From an optimization exercise on the open Yosys and OpenROAD flow, aimed at small area, a short achievable clock period and few clock cycles per item; shortcuts taken in it are not production practice. Function was checked by simulation only, so behaviour that the tests miss may differ from the original.

==> maple: inputs <==
Design qnt_quantizer, start of the top module:
module qnt_quantizer (
    input  wire        clk,
    input  wire        rst,
    input  wire        cmd_valid,
    output wire        cmd_ready,
    input  wire [63:0] cmd_word,
    output wire        rsp_valid,
    input  wire        rsp_ready,
    output wire [63:0] rsp_word
);
==> flow/config.mk <==
export PLATFORM = sky130hd
export DESIGN_NAME = qnt_quantizer
export DESIGN_NICKNAME = qnt_quantizer
export VERILOG_FILES = /design/flow/design.v
export SDC_FILE = /design/flow/constraint.sdc
export NUM_CORES = 4
export LEC_CHECK = 0
export CAP_MARGIN = 20
export CORE_MARGIN = 2
export CORE_UTILIZATION = 40
export CTS_BUF_LIST = sky130_fd_sc_hd__clkbuf_8
export SLEW_MARGIN = 20
export SYNTH_MEMORY_MAX_BITS = 16384
export TNS_END_PERCENT = 10
==> flow/constraint.sdc <==
create_clock -name core_clock -period 12.0 [get_ports {clk}]
set_input_delay 2.4000 -clock core_clock [delete_from_list [all_inputs] [get_ports {clk}]]
set_output_delay 2.4000 -clock core_clock [all_outputs]
set_load 0.01 [all_outputs]
standard.sh (not shown) runs the stock make flow with config.mk's settings and CLKGATE_MAP_FILE= SYNTH_SCRIPT=/design/flow/synth_recipe.tcl, a recipe that flattens the netlist after the stock synthesis.
==> flow/flow/run.sh <==
#!/bin/bash
set -euo pipefail
bash standard.sh SETUP_SLACK_MARGIN=8.0 \
  "BUFFER_PORTS_ARGS=-buffer_cell sky130_fd_sc_hd__buf_2" finish > standard.log 2>&1
==> inputs of ember, as changes to maple <==
--- a/flow/design.v
+++ b/flow/design.v
@@ -112,17 +112,17 @@
   function [7:0] offs;    
     input [7:0] c;
     input [7:0] gl;
     reg [6:0] m;
     reg [4:0] dh;
     begin
       m  = c[6:0] - gl[6:0];
       dh = {1'b0, c[7:4]} - {1'b0, gl[7:4]};
-      offs = {(dh[4] ? (dh >= 5'd29) : (dh <= 5'd3)), m[6], m[5:0] ^ {6{m[6]}}};
+      offs = {(dh[4] ? (dh >= 5'd29) : (dh <= 5'd3)), m};
     end
   endfunction
   wire [7:0] mr = offs(s1_r, gv);
   wire [7:0] mg = offs(s1_g, gv);
   wire [7:0] mb = offs(s1_b, gv);
   wire r_ge1 = (s1_r[7] | (s1_r[6] | (s1_r[5] | (s1_r[4] & (s1_r[3] & (s1_r[2] | s1_r[1]))))));
   wire r_ge2 = (s1_r[7] | (s1_r[6] & (s1_r[5] | (s1_r[4] | (s1_r[3] & (s1_r[2] & (s1_r[1] | s1_r[0])))))));
   wire r_ge3 = s1_r[7];
@@ -152,19 +152,17 @@
         3'd5: m51 = 6'd63;
         default: m51 = 6'd0;
       endcase
     end
   endfunction
   wire [5:0] er = s1_r[5:0] - m51(kr);    
   wire [5:0] eg = s1_g[5:0] - m51(kg);
   wire [5:0] eb = s1_b[5:0] - m51(kb);
-  wire [5:0] cube_lo  = {kg, 2'b0} + {kg, 1'b0} + kb + 6'd1;
-  wire [5:0] cube_hi  = {kr, 3'b0} + kr;
-  wire [7:0] cube_idx = {cube_hi + {2'd0, cube_lo[5:2]}, cube_lo[1:0]};
+  wire [7:0] cube_idx = 8'd1 + 8'd36 * kr + 8'd6 * kg + kb;
   wire [7:0] pi  = s1_r;
   wire p1 = pi >= 8'd37;
   wire p2 = pi >= 8'd73;
   wire p3 = pi >= 8'd109;
   wire p4 = pi >= 8'd145;
   wire p5 = pi >= 8'd181;
   wire [5:0] pcj = p5 ? 6'd11 : p4 ? 6'd47 : p3 ? 6'd19 : p2 ? 6'd55 : p1 ? 6'd27 : 6'd63;
   wire [5:0] pj  = pi[5:0] + pcj;
@@ -183,32 +181,31 @@
   always @(posedge clk) begin
     if (go) begin
       s2_t   <= s1_t;
       s2_ref <= s1_ref;
       s2_mr  <= mr[6:0];
       s2_mg  <= mg[6:0];
       s2_mb  <= mb[6:0];
       s2_near <= mr[7] & mg[7] & mb[7];
-      s2_e   <= s1_pal ? {6'd0, pcube, pgrey, ptr, pj} :
-                {er[5], er[4:0] ^ {5{er[5]}}, eg[5], eg[4:0] ^ {5{eg[5]}}, eb[5], eb[4:0] ^ {5{eb[5]}}};
+      s2_e   <= s1_pal ? {6'd0, pcube, pgrey, ptr, pj} : {er, eg, eb};
       s2_n   <= gn;
       s2_idx <= s1_pal ? s1_r : s1_oth ? s1_g : cube_idx;
     end
   end
-  wire [5:0] ur = s2_mr[5:0];
-  wire [5:0] ug = s2_mg[5:0];
-  wire [5:0] ub = s2_mb[5:0];
+  wire [5:0] ur = s2_mr[5:0] ^ {6{s2_mr[6]}};
+  wire [5:0] ug = s2_mg[5:0] ^ {6{s2_mg[6]}};
+  wire [5:0] ub = s2_mb[5:0] ^ {6{s2_mb[6]}};
   wire near = s2_near;
   wire [5:0] er2 = s2_e[17:12];
   wire [5:0] eg2 = s2_e[11:6];
   wire [5:0] eb2 = s2_e[5:0];
-  wire [4:0] ar = er2[4:0];
-  wire [4:0] ag = eg2[4:0];
-  wire [4:0] ab = eb2[4:0];
+  wire [4:0] ar = er2[4:0] ^ {5{er2[5]}};
+  wire [4:0] ag = eg2[4:0] ^ {5{eg2[5]}};
+  wire [4:0] ab = eb2[4:0] ^ {5{eb2[5]}};
   reg [7:0] ptgb;    
   always @(*) begin
     case (s2_e[5:0])
       6'd0: ptgb = 8'h00;
       6'd1: ptgb = 8'h03;
       6'd2: ptgb = 8'h06;
       6'd3: ptgb = 8'h09;
       6'd4: ptgb = 8'h0c;
==> flow/flow/run.sh (replaced) <==
#!/bin/bash
# The standard layout (standard.sh) with two changes to how it is made:
#  - every port is buffered, as in the standard flow, but with buf_2 cells
#    (BUFFER_PORTS_ARGS) instead of the delay buffer buffer_ports picks;
#  - setup repair aims for 8 ns of slack at the design's 12 ns clock
#    (SETUP_SLACK_MARGIN) on the worst 30% of the endpoints
#    (TNS_END_PERCENT), so that repair_timing sizes the pipeline's slowest
#    paths well below the clock period.
# Synthesis, constraints, floorplan, power grid, placement, clock tree and
# routing are otherwise the standard flow's.
set -euo pipefail
bash standard.sh SETUP_SLACK_MARGIN=8.0 TNS_END_PERCENT=30 \
  "BUFFER_PORTS_ARGS=-buffer_cell sky130_fd_sc_hd__buf_2" finish > standard.log 2>&1
- CTS_BUF_LIST: sky130_fd_sc_hd__clkbuf_8 -> unset
- TNS_END_PERCENT: 10 -> unset
==> inputs of zinc, as changes to maple <==
--- a/flow/design.v
+++ b/flow/design.v
@@ -3,35 +3,37 @@
     input  wire        rst,
     input  wire        cmd_valid,
     output wire        cmd_ready,
     input  wire [63:0] cmd_word,
     output wire        rsp_valid,
     input  wire        rsp_ready,
     output wire [63:0] rsp_word
 );
+  reg go;             
   reg rdy;            
   reg s1_v, s2_v, s3_v;
   reg o_v, k_v;       
-  wire go = ~k_v;     
   wire incoming = go & s3_v;
   wire o_en     = ~o_v | rsp_ready;
   wire k_v_nx   = o_en ? (k_v & incoming) : (k_v | incoming);
   assign cmd_ready = rdy;
   assign rsp_valid = o_v;
   always @(posedge clk) begin
     if (rst) begin
+      go   <= 1'b1;
       rdy  <= 1'b1;
       s1_v <= 1'b0;
       s2_v <= 1'b0;
       s3_v <= 1'b0;
       o_v  <= 1'b0;
       k_v  <= 1'b0;
     end else begin
-      rdy <= ~k_v_nx;
+      go  <= ~k_v_nx;
+      rdy <= o_en ? ~(k_v & incoming) : ~(k_v | incoming);
       k_v <= k_v_nx;
       if (o_en) o_v <= k_v | incoming;
       if (go) begin
         s1_v <= cmd_valid;
         s2_v <= s1_v;
         s3_v <= s2_v;
       end
     end
@@ -39,24 +41,26 @@
   wire [7:0] op   = cmd_word[63:56];
   wire       is30 = (op == 8'h30);
   wire       is31 = (op == 8'h31);
   wire       qok  = is30 && (cmd_word[55:32] == 24'd0);
   wire       pok  = is31 && (cmd_word[55:8] == 48'd0);
   wire [7:0] s_x = cmd_word[31:24] ^ cmd_word[23:16] ^ cmd_word[15:8];
   wire [7:0] s_y = (cmd_word[31:24] & cmd_word[23:16]) | (cmd_word[31:24] & cmd_word[15:8]) |
                    (cmd_word[23:16] & cmd_word[15:8]);
-  reg  [1:0] s1_t;
-  reg        s1_ref;
+  reg        s1_qnt, s1_pal, s1_ref, s1_oth, s1_31;
   reg  [7:0] s1_r, s1_g, s1_b;    
   reg  [9:0] s1_s;                
   always @(posedge clk) begin
     if (go) begin
-      s1_t   <= {~(is30 | is31) | (qok & ~cmd_word[7]), is31 | (qok & ~cmd_word[7])};
+      s1_qnt <= qok & cmd_word[7];
+      s1_pal <= pok;
       s1_ref <= ~(qok | pok);
+      s1_oth <= ~(is30 | is31);
+      s1_31  <= is31;
       s1_r   <= cmd_word[31:24] | (cmd_word[7:0] & {8{op[0]}});
       s1_g   <= (is30 | is31) ? cmd_word[23:16] : op;
       s1_b   <= cmd_word[15:8];
       s1_s   <= {2'd0, s_x} + {1'b0, s_y, 1'b0};
     end
   end
   wire t1 = (s1_s[9] | (s1_s[8] | (s1_s[7] | (s1_s[6] | (s1_s[5] | (s1_s[4] & (s1_s[3] | (s1_s[2] | (s1_s[1] | s1_s[0])))))))));
   wire t2 = (s1_s[9] | (s1_s[8] | (s1_s[7] | (s1_s[6] | (s1_s[5] & (s1_s[4] & (s1_s[3] | (s1_s[2] | s1_s[1]))))))));
@@ -112,17 +116,17 @@
   function [7:0] offs;    
     input [7:0] c;
     input [7:0] gl;
     reg [6:0] m;
     reg [4:0] dh;
     begin
       m  = c[6:0] - gl[6:0];
       dh = {1'b0, c[7:4]} - {1'b0, gl[7:4]};
-      offs = {(dh[4] ? (dh >= 5'd29) : (dh <= 5'd3)), m[6], m[5:0] ^ {6{m[6]}}};
+      offs = {(dh[4] ? (dh >= 5'd29) : (dh <= 5'd3)), m};
     end
   endfunction
   wire [7:0] mr = offs(s1_r, gv);
   wire [7:0] mg = offs(s1_g, gv);
   wire [7:0] mb = offs(s1_b, gv);
   wire r_ge1 = (s1_r[7] | (s1_r[6] | (s1_r[5] | (s1_r[4] & (s1_r[3] & (s1_r[2] | s1_r[1]))))));
   wire r_ge2 = (s1_r[7] | (s1_r[6] & (s1_r[5] | (s1_r[4] | (s1_r[3] & (s1_r[2] & (s1_r[1] | s1_r[0])))))));
   wire r_ge3 = s1_r[7];
@@ -152,63 +156,60 @@
         3'd5: m51 = 6'd63;
         default: m51 = 6'd0;
       endcase
     end
   endfunction
   wire [5:0] er = s1_r[5:0] - m51(kr);    
   wire [5:0] eg = s1_g[5:0] - m51(kg);
   wire [5:0] eb = s1_b[5:0] - m51(kb);
-  wire [5:0] cube_lo  = {kg, 2'b0} + {kg, 1'b0} + kb + 6'd1;
-  wire [5:0] cube_hi  = {kr, 3'b0} + kr;
-  wire [7:0] cube_idx = {cube_hi + {2'd0, cube_lo[5:2]}, cube_lo[1:0]};
+  wire [7:0] cube_idx = 8'd1 + 8'd36 * kr + 8'd6 * kg + kb;
   wire [7:0] pi  = s1_r;
   wire p1 = pi >= 8'd37;
   wire p2 = pi >= 8'd73;
   wire p3 = pi >= 8'd109;
   wire p4 = pi >= 8'd145;
   wire p5 = pi >= 8'd181;
   wire [5:0] pcj = p5 ? 6'd11 : p4 ? 6'd47 : p3 ? 6'd19 : p2 ? 6'd55 : p1 ? 6'd27 : 6'd63;
   wire [5:0] pj  = pi[5:0] + pcj;
   wire [3:0] ptr = {p3, (p2 & ~p3) | p4, (p1 & ~p3) | p5, (p1 & ~p2) | (p3 & ~p4) | p5};    
   wire pcube = (pi != 8'd0) && (pi <= 8'd216);
   wire pgrey = (pi >= 8'd217) && (pi <= 8'd240);
-  wire       s1_pal = (s1_t == 2'b01) & ~s1_ref;
-  wire       s1_oth = (s1_t == 2'b10);
-  reg  [1:0] s2_t;
-  reg        s2_ref;
+  reg        s2_qnt, s2_pal, s2_ref, s2_oth, s2_31;
   reg  [6:0] s2_mr, s2_mg, s2_mb;    
   reg        s2_near;
   reg  [17:0] s2_e;        
   reg  [4:0] s2_n;
   reg  [7:0] s2_idx;       
   always @(posedge clk) begin
     if (go) begin
-      s2_t   <= s1_t;
+      s2_qnt <= s1_qnt;
+      s2_pal <= s1_pal;
       s2_ref <= s1_ref;
+      s2_oth <= s1_oth;
+      s2_31  <= s1_31;
       s2_mr  <= mr[6:0];
       s2_mg  <= mg[6:0];
       s2_mb  <= mb[6:0];
       s2_near <= mr[7] & mg[7] & mb[7];
-      s2_e   <= s1_pal ? {6'd0, pcube, pgrey, ptr, pj} :
-                {er[5], er[4:0] ^ {5{er[5]}}, eg[5], eg[4:0] ^ {5{eg[5]}}, eb[5], eb[4:0] ^ {5{eb[5]}}};
+      s2_e   <= s1_pal ? {6'd0, pcube, pgrey, ptr, pj} : {er, eg, eb};
       s2_n   <= gn;
       s2_idx <= s1_pal ? s1_r : s1_oth ? s1_g : cube_idx;
     end
   end
-  wire [5:0] ur = s2_mr[5:0];
-  wire [5:0] ug = s2_mg[5:0];
-  wire [5:0] ub = s2_mb[5:0];
+  wire [5:0] ur = s2_mr[5:0] ^ {6{s2_mr[6]}};
+  wire [5:0] ug = s2_mg[5:0] ^ {6{s2_mg[6]}};
+  wire [5:0] ub = s2_mb[5:0] ^ {6{s2_mb[6]}};
   wire near = s2_near;
   wire [5:0] er2 = s2_e[17:12];
   wire [5:0] eg2 = s2_e[11:6];
   wire [5:0] eb2 = s2_e[5:0];
-  wire [4:0] ar = er2[4:0];
-  wire [4:0] ag = eg2[4:0];
-  wire [4:0] ab = eb2[4:0];
+  wire [4:0] ar = er2[4:0] ^ {5{er2[5]}};
+  wire [4:0] ag = eg2[4:0] ^ {5{eg2[5]}};
+  wire [4:0] ab = eb2[4:0] ^ {5{eb2[5]}};
   reg [7:0] ptgb;    
   always @(*) begin
     case (s2_e[5:0])
       6'd0: ptgb = 8'h00;
       6'd1: ptgb = 8'h03;
       6'd2: ptgb = 8'h06;
       6'd3: ptgb = 8'h09;
       6'd4: ptgb = 8'h0c;
@@ -507,26 +508,27 @@
   wire fc258 = (fc224 & fc226) | (fc224 & fs227) | (fc226 & fs227);
   wire fs259 = fc228 ^ fc230 ^ fs231;
   wire fc260 = (fc228 & fc230) | (fc228 & fs231) | (fc230 & fs231);
   wire fs261 = fc232 ^ fc234 ^ fs235;
   wire fc262 = (fc232 & fc234) | (fc232 & fs235) | (fc234 & fs235);
   wire fs263 = fc196 ^ fc236 ^ fc238;
   wire fc264 = (fc196 & fc236) | (fc196 & fc238) | (fc236 & fc238);
   wire [38:0] tb = {1'b1, fc264, fc240, fs263, fc262, fs239, fs261, fc260, fs237, fs259, fc258, fs233, fs257, fc256, fs229, fs255, fc254, fs225, fs253, fc252, fs221, fs251, fc250, fs217, fs249, fc248, fs213, fs247, fc246, fs209, fs245, fc244, fs205, fs243, hc242, hs201, hs241, fs197, hs135};
-  wire       s2_pal = (s2_t == 2'b01) & ~s2_ref;
-  reg  [1:0] s3_t2;
-  reg        s3_ref, s3_near;
+  reg        s3_qnt, s3_pal, s3_ref, s3_oth, s3_31, s3_near;
   reg  [38:0] s3_t;        
   reg  [4:0] s3_n;
   reg  [7:0] s3_idx;
   always @(posedge clk) begin
     if (go) begin
-      s3_t2   <= s2_t;
+      s3_qnt  <= s2_qnt;
+      s3_pal  <= s2_pal;
       s3_ref  <= s2_ref;
+      s3_oth  <= s2_oth;
+      s3_31   <= s2_31;
       s3_near <= near;
       s3_n    <= s2_n;
       s3_idx  <= s2_idx;
       s3_t    <= s2_pal ? {25'd0, ppal} : tb;
     end
   end
   wire hs265 = s3_t[0] ^ s3_t[1];
   wire hc266 = s3_t[0] & s3_t[1];
@@ -554,20 +556,16 @@
   wire fc288 = (s3_t[33] & s3_t[34]) | (s3_t[33] & s3_t[35]) | (s3_t[34] & s3_t[35]);
   wire hs289 = s3_t[36] ^ s3_t[37];
   wire hc290 = s3_t[36] & s3_t[37];
   wire [14:0] fa = {s3_t[38], hc290, fc288, fc286, fc284, fc282, fc280, fc278, fc276, fc274, fc272, fc270, fc268, hc266, s3_t[2]};
   wire [14:0] fb = {1'b0, 1'b0, hs289, fs287, fs285, fs283, fs281, fs279, fs277, fs275, fs273, fs271, fs269, fs267, hs265};
   wire [14:0] fsum = fa + fb;    
   wire grey = s3_near & ~fsum[14];
   wire [7:0] q_idx = grey ? (8'd217 + {3'd0, s3_n}) : s3_idx;
-  wire s3_qnt = (s3_t2 == 2'b00) & ~s3_ref;
-  wire s3_pal = (s3_t2 == 2'b01) & ~s3_ref;
-  wire s3_oth = (s3_t2 == 2'b10);
-  wire s3_31  = (s3_t2 == 2'b01);
   reg  [7:0] pv;    
   always @(*) begin
     case (s3_idx[4:0])
       5'd25: pv = 8'd0;
       5'd26: pv = 8'd11;
       5'd27: pv = 8'd22;
       5'd28: pv = 8'd33;
       5'd29: pv = 8'd44;
==> flow/run.sh (new file) <==
#!/bin/bash
# synth_recipe.tcl (not shown) runs the flow's synth.tcl, then flattens the netlist and writes it again
# the make line also repeats each setting of config.mk as NAME=value (left out here)
make -C /OpenROAD-flow-scripts/flow DESIGN_CONFIG=/design/flow/config.mk WORK_HOME=/design/flow/orfs CLKGATE_MAP_FILE= SYNTH_SCRIPT=/design/flow/synth_recipe.tcl finish
- CTS_BUF_LIST: sky130_fd_sc_hd__clkbuf_8 -> unset
- TNS_END_PERCENT: 10 -> unset
removed: flow/flow/run.sh
removed: flow/standard.sh
==> results.txt <==
The highest setup slack belongs to ember, the lowest to zinc. Between maple and ember, the lower wire length is in ember (gap about 7.5%, measured against ember). Cell count, highest first: maple, ember, zinc.
Testbench counts of maple, summed over its fixed seeds: cycles 2,592, items 2,560.
Testbench counts of ember, summed over its fixed seeds: cycles 2,592, items 2,560.
Testbench counts of zinc, summed over its fixed seeds: cycles 2,592, items 2,560.

## port drivers added, routing unchanged
How much do the figures lean on ideal ports? The routed layouts below were timed once more, with nothing changed but the port constraints. Step 1 assumes that a clkbuf_16 drives the clock port and a buf_2 every other input. Step 2 moves the port delays by t, midway between the first and last clock arrival at a register: inputs arrive t later, outputs are due t later. That takes back most of the time a late clock gives input paths. Slacks: ideal / step 1 / step 2; pairs: ideal / step 1.
run | t, ns | setup slack, ns | hold slack, ns | worst slew at a driven data input, ns
maple | 0.640 | 7.775 / 7.775 / 7.283 | 0.415 / 0.415 / 0.415 | 0.03
ember | 0.612 | 7.903 / 7.903 / 7.349 | 0.422 / 0.422 / 0.422 | 0.04
zinc | 0.613 | 7.372 / 7.372 / 6.911 | 0.416 / 0.416 / 0.416 | 0.05
After both steps setup and hold are still met in every run listed. For ember, which loses most, drivers alone change the setup slack by 0.000 ns; drivers and shift together by -0.554 ns.
